Background: an optimization exercise with open tools, aiming at small area. Do not read the settings as production practice. In this exercise RTL edits were held to simulation tests only and were not proved equivalent to the original.

==> inputs of trial 81 <==
## emu16_core
module emu16_core (
    input  wire        clk,
    input  wire        rst,
    input  wire [15:0] boot_offset,
    input  wire [15:0] boot_start,
    input  wire [16:0] boot_len,
    output wire [15:0] boot_addr,
    input  wire [7:0]  boot_data,
    output reg         mem_req,
    output reg         mem_we,
    output reg  [15:0] mem_addr,
    output reg  [7:0]  mem_wdata,
    input  wire        mem_gnt,
    input  wire        mem_rvalid,
    input  wire [7:0]  mem_rdata,
    output wire        bus_out_valid,
    output wire [1:0]  bus_out_chan,
    output wire [15:0] bus_out_data,
    input  wire        bus_out_ready,
    input  wire [2:0]  bus_in_valid,
    input  wire [15:0] bus_in_data0,
    input  wire [15:0] bus_in_data1,
    input  wire [15:0] bus_in_data2,
    output wire [2:0]  bus_in_ready,
    input  wire        irq,
    output wire        halted,
    output wire        boot_failed,
    output reg         fault_valid,
    output reg         fault_kind,       
    output reg         fault_has_op,
    output reg  [3:0]  fault_op,
    output reg  [15:0] fault_ip,
    output reg  [15:0] fault_base,
    output reg  [15:0] fault_offset,
    input  wire [3:0]  dbg_sel,
    output wire [15:0] dbg_data
);
clock: 8.0 ns
lec_check: 0
abc_area: 1
cap_margin: 20
core_margin: 2
core_utilization: 40
place_density: 0.6
slew_margin: 20
standard.sh (not shown) runs the stock make flow with config.mk's settings and CLKGATE_MAP_FILE= SYNTH_SCRIPT=/design/flow/synth_recipe.tcl, a recipe that flattens the netlist after the stock synthesis.
==> flow/flow/run.sh <==
#!/bin/bash
# The standard layout, with the smallest buffer on every input and output port
# (instead of the delay buffer buffer_ports picks by default).
set -euo pipefail
bash standard.sh "BUFFER_PORTS_ARGS=-buffer_cell sky130_fd_sc_hd__buf_1" finish > standard_flow.log 2>&1
==> trial 34 (differences from trial 81) <==
--- a/flow/design.v
+++ b/flow/design.v
@@ -35,19 +35,20 @@
     input  wire [3:0]  dbg_sel,
     output wire [15:0] dbg_data
 );
     localparam [4:0] S_BADD  = 5'd0,    
                      S_BWR   = 5'd1,    
                      S_BINC  = 5'd2,    
                      S_BINC2 = 5'd3,    
-                     S_BFAIL = 5'd4,    
-                     S_F0    = 5'd5,    
-                     S_F0A   = 5'd6,    
+                     S_BST   = 5'd4,    
+                     S_BFAIL = 5'd5,    
+                     S_F0    = 5'd6,    
+                     S_F0W   = 5'd7,
                      S_F1    = 5'd8,    
-                     S_F1W   = 5'd9,    
+                     S_F1W   = 5'd9,
                      S_E1    = 5'd10,   
                      S_E2    = 5'd11,   
                      S_SH    = 5'd12,   
                      S_JD    = 5'd13,   
                      S_L1    = 5'd14,   
                      S_L1W   = 5'd15,
                      S_L2    = 5'd16,   
@@ -56,56 +57,53 @@
                      S_LBW   = 5'd19,
                      S_S1    = 5'd20,   
                      S_S2    = 5'd21,   
                      S_BO    = 5'd22,   
                      S_BI    = 5'd23,   
                      S_WR    = 5'd24,   
                      S_ADV   = 5'd25,   
-                     S_FLT   = 5'd26,   
-                     S_FLTF  = 5'd27,   
-                     S_HALT  = 5'd28;
+                     S_ADV2  = 5'd26,   
+                     S_FLT   = 5'd27,   
+                     S_FLTF  = 5'd28,   
+                     S_HALT  = 5'd29;
     localparam [3:0] OP_LOAD = 4'h0, OP_STORE = 4'h1, OP_SET = 4'h2,
                      OP_WBUS = 4'h3, OP_SBUS = 4'h4, OP_RBUS = 4'h5,
                      OP_LJUMP = 4'h6, OP_EJUMP = 4'h7,
                      OP_ADD = 4'h8, OP_SUB = 4'h9, OP_SHL = 4'hA, OP_SHR = 4'hB,
                      OP_AND = 4'hC, OP_OR = 4'hD, OP_NOT = 4'hE, OP_XOR = 4'hF;
     localparam [2:0] X_ZERO = 3'd0, X_T = 3'd1, X_BOFF = 3'd2, X_BSTART = 3'd3,
                      X_BUS = 3'd4, X_CONST = 3'd5, X_MEMW = 3'd6, X_MEMB = 3'd7;
     localparam [1:0] F_ADD = 2'd0, F_AND = 2'd1, F_OR = 2'd2, F_XOR = 2'd3;
     reg [4:0]  state;
     reg [15:0] ir;
     reg [15:0] t;           
     reg        irq_pend;
     reg        boot_fail_r;
-    reg        got0;        
-    reg [15:0] r15;
-    reg [15:0] ring [0:14];
-    reg [3:0]  ph;
-    wire [3:0] ph1 = (ph == 4'd14) ? 4'd0 : ph + 4'd1;
+    reg [15:0] x [0:15];
+    wire [15:0] r15 = x[15];
     wire [3:0] op = ir[15:12];
     wire [3:0] fa = ir[11:8];
     wire [3:0] fb = ir[7:4];
     wire [3:0] fc = ir[3:0];
     reg  [3:0] raddr;
     reg  [2:0] xsel;
     reg  [8:0] xconst;
     reg        ypass_hi;   
     reg        ypass_lo;   
     reg        yinv;       
     reg        cin;
     reg  [1:0] fsel;
-    reg        wen;        
+    reg        wen;
     reg        w15;        
+    reg        wzero;      
     reg        tload;
     reg  [4:0] nstate;
     reg        ir_hi_ld, ir_lo_ld, ir_cnt_ld, ir_cnt_bus, ir_cnt_step, ir_cond_ld,
-               ir_k_ld;
-    wire [4:0]  rsum = {1'b0, raddr} + {1'b0, ph};
-    wire [3:0]  ridx = (rsum >= 5'd15) ? rsum[3:0] + 4'd1 : rsum[3:0];
-    wire [15:0] p    = (raddr == 4'd15) ? r15 : ring[ridx];
+               ir_k_ld, ir_oob_ld;
+    wire [15:0] p = x[raddr];
     wire [15:0] bus_word = (t[9:8] == 2'd0) ? bus_in_data0 :
                            (t[9:8] == 2'd1) ? bus_in_data1 : bus_in_data2;
     reg [15:0] xv;
     always @* begin
         case (xsel)
             X_T:      xv = t;
             X_BOFF:   xv = boot_offset;
@@ -114,34 +112,30 @@
             X_CONST:  xv = {7'd0, xconst};
             X_MEMW:   xv = {ir[7:0], mem_rdata};
             X_MEMB:   xv = {8'd0, mem_rdata};
             default:  xv = 16'd0;
         endcase
     end
     wire [15:0] yv = {ypass_hi ? p[15:8] : 8'd0, ypass_lo ? p[7:0] : 8'd0} ^ {16{yinv}};
-    wire [15:0] g  = xv & yv;
-    wire [15:0] pp = xv ^ yv;
-    wire [16:0] c;
-    assign c[0] = cin;
-    genvar gi;
-    generate
-        for (gi = 0; gi < 16; gi = gi + 1) begin : g_carry
-            assign c[gi + 1] = g[gi] | (pp[gi] & c[gi]);
-        end
-    endgenerate
-    wire [15:0] k = (c[15:0] & {16{fsel == F_ADD}}) |
-                    (g & {16{fsel == F_OR}}) |
-                    ((xv | yv) & {16{fsel == F_AND}});
-    wire [15:0] f = pp ^ k;
-    wire [16:0] sum = {c[16], f};
+    wire [16:0] sum = {1'b0, xv} + {1'b0, yv} + {16'd0, cin};
+    reg [15:0] f;
+    always @* begin
+        case (fsel)
+            F_AND:   f = xv & yv;
+            F_OR:    f = xv | yv;
+            F_XOR:   f = xv ^ yv;
+            default: f = sum[15:0];
+        endcase
+    end
     wire ge4000    = p[15] | p[14];
     wire ge3fff    = ge4000 | (&p[13:0]);
     wire ge3ffe    = ge4000 | (&p[13:1]);
     wire fetch_bad = t[15] | t[14] | (&t[13:0]);
-    wire jump_take = op[0] ? (t == 16'd0) : !ir[4];
+    wire boot_oob  = sum[16] | sum[15] | sum[14];
+    wire jump_cond = op[0] ? (sum[15:0] == 16'd0) : !sum[16];
     wire chan_bad  = (p[15:8] > 8'd2);
     wire boot_done = ({1'b0, r15} == boot_len);
     wire is_ldst = (op == OP_LOAD) || (op == OP_STORE);
     wire is_bus2 = (op == OP_SBUS) || (op == OP_RBUS);
     wire word    = (fc == 4'd0);
     wire halt_next = irq_pend | irq;
     wire shr = op[0] | ~op[3];
@@ -157,89 +151,99 @@
         ypass_hi = 1'b1;
         ypass_lo = 1'b1;
         yinv     = 1'b0;
         cin      = 1'b0;
         fsel     = F_ADD;
         wen      = 1'b0;
         w15      = 1'b0;
+        wzero    = 1'b0;
         tload    = 1'b0;
         nstate   = state;
         ir_hi_ld = 1'b0;
         ir_lo_ld = 1'b0;
         ir_cnt_ld = 1'b0;
         ir_cnt_bus = 1'b0;
         ir_cnt_step = 1'b0;
         ir_cond_ld = 1'b0;
         ir_k_ld  = 1'b0;
+        ir_oob_ld = 1'b0;
         mem_req  = 1'b0;
         mem_we   = 1'b0;
         case (state)
             S_BADD: begin
                 raddr = 4'd15;
                 tload = 1'b1;
                 if (boot_done) begin
                     xsel     = X_BSTART;
                     ypass_hi = 1'b0;
                     ypass_lo = 1'b0;
-                    nstate   = S_F0;
+                    nstate   = S_BST;
                 end else begin
                     xsel      = X_BOFF;
+                    ir_oob_ld = 1'b1;
                     nstate    = S_BWR;
                 end
             end
             S_BWR: begin
-                if (t[15] | t[14])
+                if (ir[0])
                     nstate = S_BFAIL;
                 else begin
                     mem_req = 1'b1;
                     mem_we  = 1'b1;
                     if (mem_gnt) nstate = S_BINC;
                 end
             end
             S_BINC: begin
                 raddr  = 4'd15;
                 cin    = 1'b1;
                 tload  = 1'b1;
                 nstate = S_BINC2;
             end
             S_BINC2: begin
+                wen    = 1'b1;
                 w15    = 1'b1;
                 nstate = S_BADD;
             end
+            S_BST: begin
+                wen    = 1'b1;
+                w15    = 1'b1;
+                nstate = S_F0;
+            end
             S_BFAIL: begin
+                wen    = 1'b1;
                 w15    = 1'b1;
+                wzero  = 1'b1;
                 nstate = S_HALT;
             end
-            S_F0, S_F0A: begin
-                w15      = 1'b1;
+            S_F0: begin
+                if (fetch_bad)
+                    nstate = S_FLTF;
+                else begin
+                    mem_req = 1'b1;
+                    if (mem_gnt) nstate = S_F0W;
+                end
+            end
+            S_F0W: begin
                 xsel     = X_T;
                 ypass_hi = 1'b0;
                 ypass_lo = 1'b0;
                 cin      = 1'b1;
-                if (state == S_F0A && halt_next)
-                    nstate = S_HALT;
-                else if (fetch_bad)
-                    nstate = S_FLTF;
-                else begin
-                    mem_req = 1'b1;
-                    tload   = mem_gnt;
-                    nstate  = mem_gnt ? S_F1 : S_F0;
+                if (mem_rvalid) begin
+                    ir_hi_ld = 1'b1;
+                    tload    = 1'b1;
+                    nstate   = S_F1;
                 end
             end
             S_F1: begin
-                ir_hi_ld = mem_rvalid;
-                mem_req  = 1'b1;
+                mem_req = 1'b1;
                 if (mem_gnt) nstate = S_F1W;
             end
             S_F1W: if (mem_rvalid) begin
-                if (got0) begin
-                    ir_lo_ld = 1'b1;
-                    nstate   = S_E1;
-                end else
-                    ir_hi_ld = 1'b1;
+                ir_lo_ld = 1'b1;
+                nstate   = S_E1;
             end
             S_E1: begin
                 tload = 1'b1;
                 case (op)
                     OP_LOAD, OP_STORE: begin
                         raddr = fb;
                         if (word ? ge3fff : ge4000)
@@ -283,14 +287,15 @@
                 xsel  = X_T;
                 tload = 1'b1;
                 case (op)
                     OP_LJUMP, OP_EJUMP: begin
                         raddr      = fb;
                         yinv       = 1'b1;
                         cin        = 1'b1;
+                        tload      = 1'b0;
                         ir_cond_ld = 1'b1;
                         nstate     = S_JD;
                     end
                     OP_SUB: begin
                         yinv   = 1'b1;
                         cin    = 1'b1;
                         nstate = S_WR;
@@ -319,31 +324,27 @@
                     end
                     default: nstate = S_WR;    
                 endcase
             end
             S_SH: begin
                 if (fc != 4'd0)
                     ir_cnt_step = 1'b1;
-                else if (is_bus2)
-                    nstate = S_FLT;
-                else begin
-                    wen = 1'b1;
-                    if (wdone) nstate = S_ADV;
-                end
+                else
+                    nstate = is_bus2 ? S_FLT : S_WR;
             end
             S_JD: begin
                 tload = 1'b1;
-                if (jump_take)
+                if (ir[4])
                     raddr = fc;
                 else begin
                     raddr  = 4'd15;
                     xsel   = X_CONST;
                     xconst = 9'd2;
                 end
-                nstate = S_F0A;
+                nstate = S_ADV2;
             end
             S_L1, S_S1: begin
                 xsel     = X_T;
                 ypass_hi = 1'b0;
                 ypass_lo = 1'b0;
                 cin      = 1'b1;
                 mem_req  = 1'b1;
@@ -400,23 +401,28 @@
                 ypass_lo = 1'b0;
                 if (bus_in_valid[t[9:8]]) begin
                     tload  = 1'b1;
                     nstate = S_WR;
                 end
             end
             S_WR: begin
-                wen = 1'b1;
-                if (wdone) nstate = S_ADV;
+                wen    = 1'b1;
+                nstate = S_ADV;
             end
             S_ADV, S_FLT, S_FLTF: begin
                 raddr  = 4'd15;
                 xsel   = X_CONST;
                 xconst = {7'd0, (state == S_FLTF) ? 2'd2 : width};
                 tload  = 1'b1;
-                nstate = S_F0A;
+                nstate = S_ADV2;
+            end
+            S_ADV2: begin
+                wen    = 1'b1;
+                w15    = 1'b1;
+                nstate = halt_next ? S_HALT : S_F0;
             end
             S_HALT: raddr = dbg_sel;
             default: nstate = S_HALT;
         endcase
     end
     assign boot_addr     = r15;
     assign bus_out_valid = (state == S_BO);
@@ -434,71 +440,45 @@
         fault_has_op = (state != S_FLTF);
         fault_kind   = fault_has_op && is_bus2;
         fault_op     = op;
         fault_ip     = r15;
         fault_base   = t;
         fault_offset = {15'd0, fault_has_op && (op == OP_SET)};
     end
-    wire boot_phase = (state == S_BADD) || (state == S_BWR) || (state == S_BINC) ||
-                      (state == S_BINC2) || (state == S_BFAIL);
-    wire clr     = rst | boot_phase;
-    wire wring   = wen && (fa != 4'd15);
-    wire [4:0] wp = {ridx == 4'd11, ridx == 4'd8, ridx == 4'd5, ridx == 4'd2, ridx == 4'd14};
-    wire wdone   = (fa == 4'd15) || (|wp);
-    wire [15:0] wring_d = clr ? 16'd0 : t;
-    wire [15:0] w15_d   = (rst || state == S_BFAIL) ? 16'd0 : t;
+    wire [3:0]  waddr = w15 ? 4'd15 : fa;
+    wire [15:0] w     = (rst | wzero) ? 16'd0 : t;
+    integer i;
     always @(posedge clk) begin
-        if (rst || w15 || (wen && fa == 4'd15))
-            r15 <= w15_d;
+        for (i = 0; i < 16; i = i + 1)
+            if (rst || (wen && waddr == i))
+                x[i] <= w;
     end
     always @(posedge clk) begin
-        if (rst)
-            ph <= 4'd0;
-        else
-            ph <= ph1;
-    end
-    genvar q;
-    generate
-        for (q = 0; q < 15; q = q + 1) begin : g_ring
-            if (q % 3 == 0) begin : g_wp
-                always @(posedge clk)
-                    ring[q] <= (clr || (wring && wp[q / 3])) ? wring_d : ring[(q + 14) % 15];
-            end else begin : g_sh
-                always @(posedge clk)
-                    ring[q] <= ring[q - 1];
-            end
-        end
-    endgenerate
-    always @(posedge clk) begin
         if (rst) begin
             state       <= S_BADD;
             irq_pend    <= 1'b0;
             boot_fail_r <= 1'b0;
         end else begin
             state <= nstate;
             if (irq)
                 irq_pend <= 1'b1;
             if (state == S_BFAIL)
                 boot_fail_r <= 1'b1;
         end
     end
     always @(posedge clk) begin
-        if (state == S_F0 || state == S_F0A)
-            got0 <= 1'b0;
-        else if (ir_hi_ld)
-            got0 <= 1'b1;
-    end
-    always @(posedge clk) begin
         if (ir_hi_ld)
             ir[15:8] <= mem_rdata;
         else if (ir_k_ld)
             ir[11:8] <= p[3:0];
         if (ir_cond_ld)
-            ir[4] <= sum[16];
-        if (ir_lo_ld)
+            ir[4] <= jump_cond;
+        if (ir_oob_ld)
+            ir[0] <= boot_oob;
+        else if (ir_lo_ld)
             ir[7:0] <= mem_rdata;
         else if (ir_cnt_ld)
             ir[3:0] <= p[3:0];
         else if (ir_cnt_bus)
             ir[3:0] <= 4'd8;
         else if (ir_cnt_step) begin
             if (ir[3:2] != 2'd0)
==> flow/run.sh (new file) <==
#!/bin/bash
# synth_recipe.tcl (not shown) runs the flow's synth.tcl, then flattens the netlist and writes it again
# the make line also repeats each setting of config.mk as NAME=value (left out here)
make -C /OpenROAD-flow-scripts/flow DESIGN_CONFIG=/design/flow/config.mk WORK_HOME=/design/flow/orfs CLKGATE_MAP_FILE= SYNTH_SCRIPT=/design/flow/synth_recipe.tcl finish
--- a/flow/config.mk
+++ b/flow/config.mk
@@ -5,9 +5,10 @@
 export SDC_FILE = /design/flow/constraint.sdc
 export NUM_CORES = 4
 export LEC_CHECK = 0
 export ABC_AREA = 1
 export CAP_MARGIN = 20
 export CORE_MARGIN = 2
 export CORE_UTILIZATION = 40
+export GPL_TIMING_DRIVEN = 0
 export PLACE_DENSITY = 0.6
 export SLEW_MARGIN = 20
removed: flow/flow/run.sh
removed: flow/standard.sh
==> build 62 (differences from trial 81) <==
--- a/flow/design.v
+++ b/flow/design.v
@@ -38,16 +38,17 @@
     localparam [4:0] S_BADD  = 5'd0,    
                      S_BWR   = 5'd1,    
                      S_BINC  = 5'd2,    
                      S_BINC2 = 5'd3,    
                      S_BFAIL = 5'd4,    
                      S_F0    = 5'd5,    
                      S_F0A   = 5'd6,    
+                     S_F0W   = 5'd7,
                      S_F1    = 5'd8,    
-                     S_F1W   = 5'd9,    
+                     S_F1W   = 5'd9,
                      S_E1    = 5'd10,   
                      S_E2    = 5'd11,   
                      S_SH    = 5'd12,   
                      S_JD    = 5'd13,   
                      S_L1    = 5'd14,   
                      S_L1W   = 5'd15,
                      S_L2    = 5'd16,   
@@ -72,15 +73,14 @@
                      X_BUS = 3'd4, X_CONST = 3'd5, X_MEMW = 3'd6, X_MEMB = 3'd7;
     localparam [1:0] F_ADD = 2'd0, F_AND = 2'd1, F_OR = 2'd2, F_XOR = 2'd3;
     reg [4:0]  state;
     reg [15:0] ir;
     reg [15:0] t;           
     reg        irq_pend;
     reg        boot_fail_r;
-    reg        got0;        
     reg [15:0] r15;
     reg [15:0] ring [0:14];
     reg [3:0]  ph;
     wire [3:0] ph1 = (ph == 4'd14) ? 4'd0 : ph + 4'd1;
     wire [3:0] op = ir[15:12];
     wire [3:0] fa = ir[11:8];
     wire [3:0] fb = ir[7:4];
@@ -133,15 +133,15 @@
                     ((xv | yv) & {16{fsel == F_AND}});
     wire [15:0] f = pp ^ k;
     wire [16:0] sum = {c[16], f};
     wire ge4000    = p[15] | p[14];
     wire ge3fff    = ge4000 | (&p[13:0]);
     wire ge3ffe    = ge4000 | (&p[13:1]);
     wire fetch_bad = t[15] | t[14] | (&t[13:0]);
-    wire jump_take = op[0] ? (t == 16'd0) : !ir[4];
+    wire jump_cond = op[0] ? (sum[15:0] == 16'd0) : !sum[16];
     wire chan_bad  = (p[15:8] > 8'd2);
     wire boot_done = ({1'b0, r15} == boot_len);
     wire is_ldst = (op == OP_LOAD) || (op == OP_STORE);
     wire is_bus2 = (op == OP_SBUS) || (op == OP_RBUS);
     wire word    = (fc == 4'd0);
     wire halt_next = irq_pend | irq;
     wire shr = op[0] | ~op[3];
@@ -206,40 +206,42 @@
                 nstate = S_BADD;
             end
             S_BFAIL: begin
                 w15    = 1'b1;
                 nstate = S_HALT;
             end
             S_F0, S_F0A: begin
-                w15      = 1'b1;
-                xsel     = X_T;
-                ypass_hi = 1'b0;
-                ypass_lo = 1'b0;
-                cin      = 1'b1;
+                w15 = 1'b1;
                 if (state == S_F0A && halt_next)
                     nstate = S_HALT;
                 else if (fetch_bad)
                     nstate = S_FLTF;
                 else begin
                     mem_req = 1'b1;
-                    tload   = mem_gnt;
-                    nstate  = mem_gnt ? S_F1 : S_F0;
+                    nstate  = mem_gnt ? S_F0W : S_F0;
+                end
+            end
+            S_F0W: begin
+                xsel     = X_T;
+                ypass_hi = 1'b0;
+                ypass_lo = 1'b0;
+                cin      = 1'b1;
+                if (mem_rvalid) begin
+                    ir_hi_ld = 1'b1;
+                    tload    = 1'b1;
+                    nstate   = S_F1;
                 end
             end
             S_F1: begin
-                ir_hi_ld = mem_rvalid;
-                mem_req  = 1'b1;
+                mem_req = 1'b1;
                 if (mem_gnt) nstate = S_F1W;
             end
             S_F1W: if (mem_rvalid) begin
-                if (got0) begin
-                    ir_lo_ld = 1'b1;
-                    nstate   = S_E1;
-                end else
-                    ir_hi_ld = 1'b1;
+                ir_lo_ld = 1'b1;
+                nstate   = S_E1;
             end
             S_E1: begin
                 tload = 1'b1;
                 case (op)
                     OP_LOAD, OP_STORE: begin
                         raddr = fb;
                         if (word ? ge3fff : ge4000)
@@ -283,14 +285,15 @@
                 xsel  = X_T;
                 tload = 1'b1;
                 case (op)
                     OP_LJUMP, OP_EJUMP: begin
                         raddr      = fb;
                         yinv       = 1'b1;
                         cin        = 1'b1;
+                        tload      = 1'b0;
                         ir_cond_ld = 1'b1;
                         nstate     = S_JD;
                     end
                     OP_SUB: begin
                         yinv   = 1'b1;
                         cin    = 1'b1;
                         nstate = S_WR;
@@ -328,15 +331,15 @@
                 else begin
                     wen = 1'b1;
                     if (wdone) nstate = S_ADV;
                 end
             end
             S_JD: begin
                 tload = 1'b1;
-                if (jump_take)
+                if (ir[4])
                     raddr = fc;
                 else begin
                     raddr  = 4'd15;
                     xsel   = X_CONST;
                     xconst = 9'd2;
                 end
                 nstate = S_F0A;
@@ -478,26 +481,20 @@
             if (irq)
                 irq_pend <= 1'b1;
             if (state == S_BFAIL)
                 boot_fail_r <= 1'b1;
         end
     end
     always @(posedge clk) begin
-        if (state == S_F0 || state == S_F0A)
-            got0 <= 1'b0;
-        else if (ir_hi_ld)
-            got0 <= 1'b1;
-    end
-    always @(posedge clk) begin
         if (ir_hi_ld)
             ir[15:8] <= mem_rdata;
         else if (ir_k_ld)
             ir[11:8] <= p[3:0];
         if (ir_cond_ld)
-            ir[4] <= sum[16];
+            ir[4] <= jump_cond;
         if (ir_lo_ld)
             ir[7:0] <= mem_rdata;
         else if (ir_cnt_ld)
             ir[3:0] <= p[3:0];
         else if (ir_cnt_bus)
             ir[3:0] <= 4'd8;
         else if (ir_cnt_step) begin
==> notes <==
Trial 81 reached the layout checks and failed them: setup timing. Trial 34 finished clean. Build 62 completed and failed the layout checks on setup timing. Between trial 34 and trial 81, the lower worst setup slack is in trial 81 (gap 0.84 ns). Synthesized cell count: build 62 is larger than trial 81 (0.69%). The lowest clock skew belongs to trial 34, the highest to build 62. Die area: trial 81 < build 62 < trial 34. Register-to-register slack, lowest first: trial 81, build 62, trial 34. In trial 81 the via count is larger than in trial 34, by 6.3%. Against build 62, the flip-flop and latch count of trial 81 is higher by 1.
==> figures <==
Result of the run: build 62 complete, but fails checks; trial 34 timing/DRC/antenna clean; trial 81 complete, but fails checks
Violated checks: build 62 setup timing; trial 34 -; trial 81 setup timing
Final wirelength: build 62 64.46 mm; trial 34 66.74 mm; trial 81 65.86 mm
Via count: build 62 16710; trial 34 16067; trial 81 17078
Area fraction of the dominant cell type after synthesis: build 62 31.05%; trial 34 48.58%; trial 81 32.03%
Critical path launch point: build 62 state[3]; trial 34 dbg_sel[2]; trial 81 ir[15]
Sum Neg Setup Slack: build 62 -1.148 ns; trial 34 0 ns; trial 81 -1.777 ns
Distinct cells, synth: build 62 66; trial 34 62; trial 81 69
Primary flip-flop cell chosen by synthesis mapping: build 62 sky130_fd_sc_hd__dfxtp_1; trial 34 sky130_fd_sc_hd__edfxtp_1; trial 81 sky130_fd_sc_hd__dfxtp_1
Largest register FFs: build 62 240; trial 34 256; trial 81 240
Category of the worst setup path launch point: build 62 register; trial 34 input port; trial 81 register
Transition time at the pin with the least slew margin: build 62 1.101 ns; trial 34 1.127 ns; trial 81 1.102 ns
Yosys reg bits: build 62 299; trial 34 295; trial 81 300
Final worst slack: build 62 -0.3547 ns; trial 34 0.4148 ns; trial 81 -0.4270 ns
Unrepaired setup endpoints after global routing: build 62 yes; trial 34 no; trial 81 yes
First-pass GRT wire length: build 62 94.79 mm; trial 34 97.72 mm; trial 81 97.55 mm
Number of enable-type register cells in the synthesized netlist: build 62 48; trial 34 287; trial 81 48
Die area: build 62 42090 um2; trial 34 46060 um2; trial 81 40980 um2
Multi-input gate share of total cell area: build 62 39.30%; trial 34 33.52%; trial 81 39.26%

==> re-timing with driven ports <==
The flow's constraints put no driver on any port. The routed layouts listed below were extracted and timed again, unchanged, in two steps. Step 1 assumes that a clkbuf_16 drives the clock port and a buf_2 every other input. Step 2 moves the port delays by t, midway between the first and last clock arrival at a register: inputs arrive t later, outputs are due t later. That takes back most of the time a late clock gives input paths. Slacks: ideal / step 1 / step 2; pairs: ideal / step 1.
| run | t, ns | setup WS [ns] | worst setup path at the end | worst slew at a driven data input, ns | pins driven straight from the clock port |
|---|---|---|---|---|---|
| trial 81 | 0.600 | -0.427 / -0.427 / -0.993 | input to register | 0.05 | 1 |
| trial 34 | 0.580 | 0.415 / 0.443 / -0.137 | input to register | 0.05 | 1 |
| build 62 | 0.581 | -0.355 / -0.355 / -0.832 | input to register | 0.07 | 1 |
Met with ideal ports but missed after step 2: setup timing in trial 34. The setup slack of trial 81, which loses most, moves by 0.000 ns with the drivers and by -0.566 ns with both steps.
